Background: an optimization exercise with open tools, aiming at small area. Do not read the settings as production practice. Where RTL was checked, it was by simulation tests only, not by an equivalence proof against the original. Power figures rest on the tool's default switching activity, not on a simulated workload.

Setup of v6:
==> module qsp_frame_decoder, before the edit <==
module qsp_frame_decoder (
    input  wire         clk,
    input  wire         rst,           
    input  wire         in_valid,
    input  wire [7:0]   in_byte,
    output wire         sample_valid,
    output wire [223:0] sample,
    output wire [1:0]   diag,
    output reg  [15:0]  sync_cnt,
    output reg  [15:0]  len_cnt,
    output reg  [15:0]  crc_cnt
);
    localparam [4:0] LEN_AO = 5'd31;     
    reg [4:0]   fb_len;      
    reg [4:0]   rem;         
    reg [223:0] sr;          
    reg [15:0]  crc;         
    reg         cmatch;      
    wire ao   = (fb_len == LEN_AO);
    wire pz   = (rem == 5'd0);
    wire full = (fb_len == 5'd30);
    wire bz   = (in_byte == 8'h00);
    wire lt28 = (fb_len[4:2] != 3'b111);
    assign sample       = sr;
    assign sample_valid = ao & rem[2];
    assign diag         = {2{ao}} & rem[1:0];
    wire       code_pos = ao | pz;
    wire [4:0] dec      = (code_pos ? in_byte[4:0] : rem) - 5'd1;
    wire       code_sat = code_pos & (in_byte[7:5] != 3'd0);
    wire [4:0] rem_next = code_sat ? 5'd31 : dec;
    wire [7:0] wdata = pz ? 8'h00 : in_byte;
    wire [7:0] cx0 = crc[15:8] ^ wdata;
    wire [7:0] cx  = cx0 ^ {4'h0, cx0[7:4]};
    wire [15:0] crc_next = {crc[7:0], 8'h00} ^ {cx[3:0], 12'h000} ^ {3'b000, cx, 5'b00000} ^ {8'h00, cx};
    reg       append;
    reg [1:0] err;
    reg       good;
    always @* begin
        append = 1'b0;
        err    = 2'd0;
        good   = 1'b0;
        if (!ao) begin
            if (bz) begin
                if (!pz)
                    err = 2'd1;
                else if (!full)
                    err = 2'd2;
                else if (!cmatch)
                    err = 2'd3;
                else
                    good = 1'b1;
            end else if (full) begin
                err = 2'd2;
            end else begin
                append = 1'b1;
            end
        end
    end
    wire result = good | (err != 2'd0);
    always @(posedge clk) begin
        if (!rst && in_valid && append && lt28)
            sr <= {wdata, sr[223:8]};
    end
    always @(posedge clk) begin
        if (ao)
            crc <= 16'h0000;
        else if (in_valid && append && lt28)
            crc <= crc_next;
    end
    wire eq_lo = ((wdata ^ crc[7:0]) == 8'h00);
    wire eq_hi = (cx0 == 8'h00);
    always @(posedge clk) begin
        if (in_valid && append && fb_len[4:1] == 4'b1110)
            cmatch <= fb_len[0] ? (cmatch & eq_hi) : eq_lo;
    end
    always @(posedge clk) begin
        if (rst) begin
            fb_len <= LEN_AO;
            rem    <= 5'd0;
        end else if (!in_valid) begin
            if (ao)
                rem <= 5'd0;
        end else if (ao) begin
            if (bz) begin
                rem <= 5'd0;
            end else begin
                fb_len <= 5'd0;
                rem    <= rem_next;
            end
        end else if (result) begin
            fb_len <= LEN_AO;
            rem    <= {2'b00, good, err};
        end else begin
            fb_len <= fb_len + 5'd1;
            rem    <= rem_next;
        end
    end
    wire [16:0] sc, lc, cc;
    assign sc[0] = in_valid & (err == 2'd1);
    assign lc[0] = in_valid & (err == 2'd2);
    assign cc[0] = in_valid & (err == 2'd3);
    genvar gi;
    generate
        for (gi = 0; gi < 16; gi = gi + 1) begin : g_cnt
            assign sc[gi+1] = sc[gi] & sync_cnt[gi];
            assign lc[gi+1] = lc[gi] & len_cnt[gi];
            assign cc[gi+1] = cc[gi] & crc_cnt[gi];
        end
    endgenerate
    always @(posedge clk) begin
        if (rst) begin
            sync_cnt <= 16'd0;
            len_cnt  <= 16'd0;
            crc_cnt  <= 16'd0;
        end else begin
            sync_cnt <= (sync_cnt ^ sc[15:0]) | {16{sc[16]}};
            len_cnt  <= (len_cnt  ^ lc[15:0]) | {16{lc[16]}};
            crc_cnt  <= (crc_cnt  ^ cc[15:0]) | {16{cc[16]}};
        end
    end
endmodule
==> flow/config.mk <==
export PLATFORM = sky130hd
export DESIGN_NAME = qsp_frame_decoder
export DESIGN_NICKNAME = qsp_frame_decoder
export VERILOG_FILES = /design/flow/design.v
export SDC_FILE = /design/flow/constraint.sdc
export NUM_CORES = 4
export LEC_CHECK = 0
export CAP_MARGIN = 20
export CORE_MARGIN = 2
export CORE_UTILIZATION = 60
export SLEW_MARGIN = 20
==> flow/constraint.sdc <==
create_clock -name core_clock -period 18.0 [get_ports {clk}]
set_input_delay 3.6000 -clock core_clock [delete_from_list [all_inputs] [get_ports {clk}]]
set_output_delay 3.6000 -clock core_clock [all_outputs]
set_load 0.01 [all_outputs]
standard.sh (not shown) runs the stock make flow with config.mk's settings and CLKGATE_MAP_FILE= SYNTH_SCRIPT=/design/flow/synth_recipe.tcl, a recipe that flattens the netlist after the stock synthesis.
==> flow/flow/run.sh <==
#!/bin/bash
# Own layout flow: the standard ORFS flow, with the smallest buffer
# (sky130_fd_sc_hd__buf_1) for the input and output port buffers and a
# clock tree built from fewer, larger sink clusters.
set -euo pipefail
export BUFFER_PORTS_ARGS="-buffer_cell sky130_fd_sc_hd__buf_1"
export CTS_ARGS="-sink_clustering_enable -repair_clock_nets -sink_clustering_size 30 -sink_clustering_max_diameter 120"
bash standard.sh finish > flow_finish.log 2>&1
Edits applied to the flow inputs when going from v6 to v7:
-- flow/design.v --
<<< v6, line 25
    assign sample_valid = ao & rem[2];
    assign diag         = {2{ao}} & rem[1:0];
    wire       code_pos = ao | pz;
    wire [4:0] dec      = (code_pos ? in_byte[4:0] : rem) - 5'd1;
    wire       code_sat = code_pos & (in_byte[7:5] != 3'd0);
    wire [4:0] rem_next = code_sat ? 5'd31 : dec;
    wire [7:0] wdata = pz ? 8'h00 : in_byte;
    wire [7:0] cx0 = crc[15:8] ^ wdata;
>>> v7, line 25
    assign sample_valid = ao & rem[2];
    assign diag         = {2{ao}} & rem[1:0];
    wire [4:0] code_rem = (in_byte[7:5] != 3'd0) ? 5'd31 : (in_byte[4:0] - 5'd1);
    wire [7:0] wdata = pz ? 8'h00 : in_byte;
    wire [7:0] cx0 = crc[15:8] ^ wdata;
<<< v6, line 68
            crc <= crc_next;
    end
    wire eq_lo = ((wdata ^ crc[7:0]) == 8'h00);
    wire eq_hi = (cx0 == 8'h00);
    always @(posedge clk) begin
        if (in_valid && append && fb_len[4:1] == 4'b1110)
            cmatch <= fb_len[0] ? (cmatch & eq_hi) : eq_lo;
    end
    always @(posedge clk) begin
>>> v7, line 65
            crc <= crc_next;
    end
    always @(posedge clk) begin
        if (in_valid && append) begin
            if (fb_len == 5'd28)
                cmatch <= (wdata == crc[7:0]);
            else if (fb_len == 5'd29)
                cmatch <= cmatch & (cx0 == 8'h00);
        end
    end
    always @(posedge clk) begin
<<< v6, line 86
            end else begin
                fb_len <= 5'd0;
                rem    <= rem_next;
            end
        end else if (result) begin
>>> v7, line 85
            end else begin
                fb_len <= 5'd0;
                rem    <= code_rem;
            end
        end else if (result) begin
<<< v6, line 93
        end else begin
            fb_len <= fb_len + 5'd1;
            rem    <= rem_next;
        end
    end
>>> v7, line 92
        end else begin
            fb_len <= fb_len + 5'd1;
            rem    <= pz ? code_rem : (rem - 5'd1);
        end
    end
## What came out
Every stage of the flow completed for v7, and the final layout passed the timing, DRC and antenna checks. Area fraction in compound gates after synthesis: higher on v6. [v7] fraction of met1 tracks used by global routing fell 1.3 points relative to v6. Compare v6 and v7 | net switching component of the power lower: v7. Of v6 and v7, the lower switching portion of total power belongs to v7. Where final routed wirelength across all metal layers is concerned, v6 is better than v7. v7 and v6 ended up with roughly the same arrival time of the worst setup path. Sort v6 and v7 by total number of vias, descending, and v6 comes first. Measured against each other, v6 and v7 differ in synthesized area, the lower figure coming from v6. v7 ended with more remaining max-slew budget at the tightest pin than v6. v7 against v6: height of the die up 0.93%, post-route cell area went up 270 µm², total iterations of the first detailed-routing run climbed 2. NOTE routed via count divided by cell count v6->v7 decreased slightly. Between v6 and v7, multi-input gate share of total cell area is lower for v6, v7 comes in above that.


## the reference run
The RTL this note starts from:
==> flow/design.v <==
module qsp_frame_decoder (
    input  wire         clk,
    input  wire         rst,           
    input  wire         in_valid,
    input  wire [7:0]   in_byte,
    output wire         sample_valid,
    output wire [223:0] sample,
    output wire [1:0]   diag,
    output reg  [15:0]  sync_cnt,
    output reg  [15:0]  len_cnt,
    output reg  [15:0]  crc_cnt
);
    localparam [4:0] LEN_AO = 5'd31;     
    reg [4:0]   fb_len;      
    reg [4:0]   rem;         
    reg [223:0] sr;          
    reg [15:0]  crc;         
    reg         cmatch;      
    wire ao   = (fb_len == LEN_AO);
    wire pz   = (rem == 5'd0);
    wire full = (fb_len == 5'd30);
    wire bz   = (in_byte == 8'h00);
    wire lt28 = (fb_len[4:2] != 3'b111);
    assign sample       = sr;
    assign sample_valid = ao & rem[2];
    assign diag         = {2{ao}} & rem[1:0];
    wire       code_pos = ao | pz;
    wire [4:0] dec      = (code_pos ? in_byte[4:0] : rem) - 5'd1;
    wire       code_sat = code_pos & (in_byte[7:5] != 3'd0);
    wire [4:0] rem_next = code_sat ? 5'd31 : dec;
    wire [7:0] wdata = pz ? 8'h00 : in_byte;
    wire [7:0] cx0 = crc[15:8] ^ wdata;
    wire [7:0] cx  = cx0 ^ {4'h0, cx0[7:4]};
    wire [15:0] crc_next = {crc[7:0], 8'h00} ^ {cx[3:0], 12'h000} ^ {3'b000, cx, 5'b00000} ^ {8'h00, cx};
    reg       append;
    reg [1:0] err;
    reg       good;
    always @* begin
        append = 1'b0;
        err    = 2'd0;
        good   = 1'b0;
        if (!ao) begin
            if (bz) begin
                if (!pz)
                    err = 2'd1;
                else if (!full)
                    err = 2'd2;
                else if (!cmatch)
                    err = 2'd3;
                else
                    good = 1'b1;
            end else if (full) begin
                err = 2'd2;
            end else begin
                append = 1'b1;
            end
        end
    end
    wire result = good | (err != 2'd0);
    always @(posedge clk) begin
        if (!rst && in_valid && append && lt28)
            sr <= {wdata, sr[223:8]};
    end
    always @(posedge clk) begin
        if (ao)
            crc <= 16'h0000;
        else if (in_valid && append && lt28)
            crc <= crc_next;
    end
    wire eq_lo = ((wdata ^ crc[7:0]) == 8'h00);
    wire eq_hi = (cx0 == 8'h00);
    always @(posedge clk) begin
        if (in_valid && append && fb_len[4:1] == 4'b1110)
            cmatch <= fb_len[0] ? (cmatch & eq_hi) : eq_lo;
    end
    always @(posedge clk) begin
        if (rst) begin
            fb_len <= LEN_AO;
            rem    <= 5'd0;
        end else if (!in_valid) begin
            if (ao)
                rem <= 5'd0;
        end else if (ao) begin
            if (bz) begin
                rem <= 5'd0;
            end else begin
                fb_len <= 5'd0;
                rem    <= rem_next;
            end
        end else if (result) begin
            fb_len <= LEN_AO;
            rem    <= {2'b00, good, err};
        end else begin
            fb_len <= fb_len + 5'd1;
            rem    <= rem_next;
        end
    end
    wire [16:0] sc, lc, cc;
    assign sc[0] = in_valid & (err == 2'd1);
    assign lc[0] = in_valid & (err == 2'd2);
    assign cc[0] = in_valid & (err == 2'd3);
    genvar gi;
    generate
        for (gi = 0; gi < 16; gi = gi + 1) begin : g_cnt
            assign sc[gi+1] = sc[gi] & sync_cnt[gi];
            assign lc[gi+1] = lc[gi] & len_cnt[gi];
            assign cc[gi+1] = cc[gi] & crc_cnt[gi];
        end
    endgenerate
    always @(posedge clk) begin
        if (rst) begin
            sync_cnt <= 16'd0;
            len_cnt  <= 16'd0;
            crc_cnt  <= 16'd0;
        end else begin
            sync_cnt <= (sync_cnt ^ sc[15:0]) | {16{sc[16]}};
            len_cnt  <= (len_cnt  ^ lc[15:0]) | {16{lc[16]}};
            crc_cnt  <= (crc_cnt  ^ cc[15:0]) | {16{cc[16]}};
        end
    end
endmodule
clock: 18.0 ns
lec_check: 0
cap_margin: 20
core_margin: 2
core_utilization: 60
slew_margin: 20
==> flow/flow/run.sh <==
#!/bin/bash
# Own layout flow: the standard ORFS flow (standard.sh) with three changes:
#  * ABC maps the logic with an area-oriented script (flow/abc_area.script)
#    instead of ORFS's delay-oriented one; registers are mapped as before;
#  * the input and output port buffers use the smallest buffer (buf_1);
#  * the clock tree uses fewer, larger sink clusters.
set -euo pipefail
W=$PWD
rm -rf "$W/scripts_mod"
cp -r "$FLOW_HOME/scripts" "$W/scripts_mod"
cp "$W/flow/abc_area.script" "$W/scripts_mod/abc_area.script"
export BUFFER_PORTS_ARGS="-buffer_cell sky130_fd_sc_hd__buf_1"
export CTS_ARGS="-sink_clustering_enable -repair_clock_nets -sink_clustering_size 10 -sink_clustering_max_diameter 60 -buf_list sky130_fd_sc_hd__clkbuf_4 -dont_use_dummy_load"
bash standard.sh SCRIPTS_DIR="$W/scripts_mod" ABC_AREA=1 finish > flow_finish.log 2>&1
==> flow/flow/abc_area.script <==
strash
&get -n
&st
&deepsyn -T 30
&dch -f
&nf -a -R 1000
&put
topo
Input changes introduced in the trial run (baseline for comparison: the reference run):
--- a/flow/design.v
+++ b/flow/design.v
@@ -97,7 +97,7 @@
     end
     wire [16:0] sc, lc, cc;
-    assign sc[0] = in_valid & (err == 2'd1);
-    assign lc[0] = in_valid & (err == 2'd2);
-    assign cc[0] = in_valid & (err == 2'd3);
+    assign sc[0] = in_valid & (err == 2'd1) & ~(&sync_cnt);
+    assign lc[0] = in_valid & (err == 2'd2) & ~(&len_cnt);
+    assign cc[0] = in_valid & (err == 2'd3) & ~(&crc_cnt);
     genvar gi;
     generate
@@ -106,16 +106,10 @@
             assign lc[gi+1] = lc[gi] & len_cnt[gi];
             assign cc[gi+1] = cc[gi] & crc_cnt[gi];
+            always @(posedge clk) begin
+                sync_cnt[gi] <= ~(rst | sc[gi+1] | ~(sync_cnt[gi] | sc[gi]));
+                len_cnt[gi]  <= ~(rst | lc[gi+1] | ~(len_cnt[gi]  | lc[gi]));
+                crc_cnt[gi]  <= ~(rst | cc[gi+1] | ~(crc_cnt[gi]  | cc[gi]));
+            end
         end
     endgenerate
-    always @(posedge clk) begin
-        if (rst) begin
-            sync_cnt <= 16'd0;
-            len_cnt  <= 16'd0;
-            crc_cnt  <= 16'd0;
-        end else begin
-            sync_cnt <= (sync_cnt ^ sc[15:0]) | {16{sc[16]}};
-            len_cnt  <= (len_cnt  ^ lc[15:0]) | {16{lc[16]}};
-            crc_cnt  <= (crc_cnt  ^ cc[15:0]) | {16{cc[16]}};
-        end
-    end
 endmodule
--- outcome ---
The reference run -> the trial run: number of enable flip-flop cells after synthesis delta 0, exact match. For the share of the cycle needed by the critical path after routing, the trial run came in 3.5 points lower than the reference run did. Relative to the reference run, instance count on the critical path has gone down in the trial run. Comparing final hold slack for the trial run and the reference run, the bigger number came from the trial run. Re total routed wire length on the met1 layer: the trial run is about 4% up on the reference run. The reference run has higher mean instance size in the synthesized netlist than the trial run. The trial run: total length of routed wires is 3.3% higher than what the reference run reported. Comparing the two runs side by side, the trial run comes out ahead of the reference run on post-route standard cell area excluding fillers. When the final numbers for the trial run and the reference run were put side by side, the setup slack of the critical path after layout turned out to be smaller in the reference run. The reference run has a lower delay contributed by the slowest stage of the critical path than the trial run. Cmp the trial run vs the reference run: via count of the first global-routing pass higher in the trial run. len_cnt[15] as the timing endpoint of the critical path was reported by the trial run, and len_cnt[11] by the reference run. Comparing the trial run and the reference run, the lower portion of total power attributed to combinational logic is on the reference run. Having completed the whole flow, the trial run delivered a layout that passed the timing, DRC and antenna checks. Compared to the reference run, the trial run has clock share of power 2.8 points lower. The reference run -> the trial run: count of mapped cells out of synthesis flat.
The RTL of the trial run was laid out without a check of its function.


Setup of P:
Another version of the RTL of qsp_frame_decoder (not shown whole).
Size: roughly 620 cells after synthesis, roughly 290 I/O pins, roughly 10000 um2 of cells after synthesis.
==> module qsp_frame_decoder, before the edit <==
module qsp_frame_decoder (
    input  wire         clk,
    input  wire         rst,           
    input  wire         in_valid,
    input  wire [7:0]   in_byte,
    output reg          sample_valid,
    output wire [223:0] sample,
    output reg  [1:0]   diag,
    output reg  [15:0]  sync_cnt,
    output reg  [15:0]  len_cnt,
    output reg  [15:0]  crc_cnt
);
    localparam [4:0] LEN_AO = 5'd31;     
    reg [4:0]   fb_len;      
    reg [4:0]   rem;         
    reg [223:0] sr;          
    reg [15:0]  crc;         
    reg         cmatch;      
    wire ao   = (fb_len == LEN_AO);
    wire pz   = (rem == 5'd0);
    wire full = (fb_len == 5'd30);
    wire bz   = (in_byte == 8'h00);
    wire lt28 = (fb_len[4:2] != 3'b111);
    assign sample = sr;
    wire       code_pos = ao | pz;
    wire [4:0] dec      = (code_pos ? in_byte[4:0] : rem) - 5'd1;
    wire       code_sat = code_pos & (in_byte[7:5] != 3'd0);
    wire [4:0] rem_next = code_sat ? 5'd31 : dec;
    wire [7:0] wdata = pz ? 8'h00 : in_byte;
    wire [7:0] cx0 = crc[15:8] ^ wdata;
    wire [7:0] cx  = cx0 ^ {4'h0, cx0[7:4]};
    wire [15:0] crc_next = {crc[7:0], 8'h00} ^ {cx[3:0], 12'h000} ^ {3'b000, cx, 5'b00000} ^ {8'h00, cx};
    reg       append;
    reg [1:0] err;
    reg       good;
    always @* begin
        append = 1'b0;
        err    = 2'd0;
        good   = 1'b0;
        if (!ao) begin
            if (bz) begin
                if (!pz)
                    err = 2'd1;
                else if (!full)
                    err = 2'd2;
                else if (!cmatch)
                    err = 2'd3;
                else
                    good = 1'b1;
            end else if (full) begin
                err = 2'd2;
            end else begin
                append = 1'b1;
            end
        end
    end
    wire result = good | (err != 2'd0);
    wire step   = in_valid & (ao ? !bz : append);    
    always @(posedge clk) begin
        if (in_valid && append && lt28)
            sr <= {wdata, sr[223:8]};
    end
    always @(posedge clk) begin
        if (ao)
            crc <= 16'h0000;
        else if (in_valid && append && lt28)
            crc <= crc_next;
    end
    wire eq_lo = ((wdata ^ crc[7:0]) == 8'h00);
    wire eq_hi = (cx0 == 8'h00);
    always @(posedge clk) begin
        if (in_valid && append && fb_len[4:1] == 4'b1110)
            cmatch <= fb_len[0] ? (cmatch & eq_hi) : eq_lo;
    end
    always @(posedge clk) begin
        if (step)
            rem <= rem_next;
    end
    always @(posedge clk) begin
        if (rst || (in_valid && result))
            fb_len <= LEN_AO;
        else if (step)
            fb_len <= fb_len + 5'd1;
    end
    always @(posedge clk) begin
        if (rst) begin
            sample_valid <= 1'b0;
            diag         <= 2'd0;
        end else begin
            sample_valid <= in_valid & good;
            diag         <= in_valid ? err : 2'd0;
        end
    end
    wire [16:0] sc, lc, cc;
    assign sc[0] = in_valid & (err == 2'd1) & ~(&sync_cnt);
    assign lc[0] = in_valid & (err == 2'd2) & ~(&len_cnt);
    assign cc[0] = in_valid & (err == 2'd3) & ~(&crc_cnt);
    genvar gi;
    generate
        for (gi = 0; gi < 16; gi = gi + 1) begin : g_cnt
            assign sc[gi+1] = sc[gi] & sync_cnt[gi];
            assign lc[gi+1] = lc[gi] & len_cnt[gi];
            assign cc[gi+1] = cc[gi] & crc_cnt[gi];
            always @(posedge clk) begin
                sync_cnt[gi] <= ~(rst | sc[gi+1] | ~(sync_cnt[gi] | sc[gi]));
                len_cnt[gi]  <= ~(rst | lc[gi+1] | ~(len_cnt[gi]  | lc[gi]));
                crc_cnt[gi]  <= ~(rst | cc[gi+1] | ~(crc_cnt[gi]  | cc[gi]));
            end
        end
    endgenerate
endmodule
==> flow/config.mk <==
export PLATFORM = sky130hd
export DESIGN_NAME = qsp_frame_decoder
export DESIGN_NICKNAME = qsp_frame_decoder
export VERILOG_FILES = /design/flow/design.v
export SDC_FILE = /design/flow/constraint.sdc
export NUM_CORES = 4
export LEC_CHECK = 0
export CAP_MARGIN = 20
export CORE_MARGIN = 2
export CORE_UTILIZATION = 60
export SLEW_MARGIN = 20
==> flow/constraint.sdc <==
create_clock -name core_clock -period 18.0 [get_ports {clk}]
set_input_delay 3.6000 -clock core_clock [delete_from_list [all_inputs] [get_ports {clk}]]
set_output_delay 3.6000 -clock core_clock [all_outputs]
set_load 0.01 [all_outputs]
Scripts as last shown in full above: flow/flow/run.sh, flow/flow/abc_area.script
Input changes introduced in Q (baseline for comparison: P):
diff --git a/flow/design.v b/flow/design.v
--- a/flow/design.v
+++ b/flow/design.v
@@ -16,5 +16,4 @@
     reg [223:0] sr;          
     reg [15:0]  crc;         
-    reg         cmatch;      
     wire ao   = (fb_len == LEN_AO);
     wire pz   = (rem == 5'd0);
@@ -44,5 +43,5 @@
                 else if (!full)
                     err = 2'd2;
-                else if (!cmatch)
+                else if (!crc[0])
                     err = 2'd3;
                 else
@@ -61,15 +60,18 @@
             sr <= {wdata, sr[223:8]};
     end
+    wire eq_lo = ((wdata ^ crc[7:0]) == 8'h00);
+    wire eq_hi = (cx0 == 8'h00);
+    wire crc_we = in_valid & append;
     always @(posedge clk) begin
         if (ao)
             crc <= 16'h0000;
-        else if (in_valid && append && lt28)
-            crc <= crc_next;
-    end
-    wire eq_lo = ((wdata ^ crc[7:0]) == 8'h00);
-    wire eq_hi = (cx0 == 8'h00);
-    always @(posedge clk) begin
-        if (in_valid && append && fb_len[4:1] == 4'b1110)
-            cmatch <= fb_len[0] ? (cmatch & eq_hi) : eq_lo;
+        else if (crc_we) begin
+            if (lt28)
+                crc <= crc_next;
+            else if (!fb_len[0])
+                crc[0] <= eq_lo;
+            else
+                crc[0] <= crc[0] & eq_hi;
+        end
     end
     always @(posedge clk) begin
==> comparison <==
Measured against each other, P and Q differ in upper clock frequency limit, the lower figure coming from P.
From P to Q the numbers moved as follows: worst slack at placement now sits higher, post-synthesis mux area share now sits at about the same level, placed wire-length estimate after detailed placement now sits higher, total routing resource utilization after global routing now sits lower, leakage component of the power now sits higher.
Looking at critical path depth, Q sits 1 lower than P does.
Per the comparison of Q with P, depth of the worst register-to-register path -8, utilization after layout level, sequential share of layout area level, number of global-route vias before repair dropped 2.7%.

==> afterwards: timing with drivers on the ports <==
The flow's constraints put no driver on any port. The routed layouts listed below were extracted and timed again, unchanged, in two steps. Step 1, drivers: a clkbuf_16 drives clk and a buf_2 each remaining input, both assumed. Step 2, shift: input delay + t, output delay - t, t = (earliest + latest rising clock arrival at the registers) / 2. This alone moves slack from input paths to output paths. Slacks: ideal ports / drivers / drivers and shift; pairs: ideal ports / drivers.
run	shift t [ns]	setup slack, ns	latest minus earliest clock arrival (ns)	slew at the worst register clock pin (ns)	cell pins on the clock port's net
v6	0.515	9.923 / 9.948 / 9.433	0.015 / 0.014	0.11 / 0.11	1
v7	0.525	9.927 / 9.950 / 9.425	0.018 / 0.018	0.11 / 0.11	1
the reference run	0.645	10.494 / 10.512 / 9.867	0.032 / 0.033	0.11 / 0.11	1
the trial run	0.642	11.124 / 11.146 / 10.504	0.042 / 0.042	0.11 / 0.11	1
P	0.635	11.081 / 11.101 / 10.465	0.048 / 0.047	0.11 / 0.11	1
Q	0.611	11.460 / 11.478 / 10.867	0.078 / 0.079	0.11 / 0.11	1
After both steps setup and hold are still met in every run listed. The setup slack of the reference run, which loses most, moves by +0.018 ns with the drivers and by -0.627 ns with both steps.
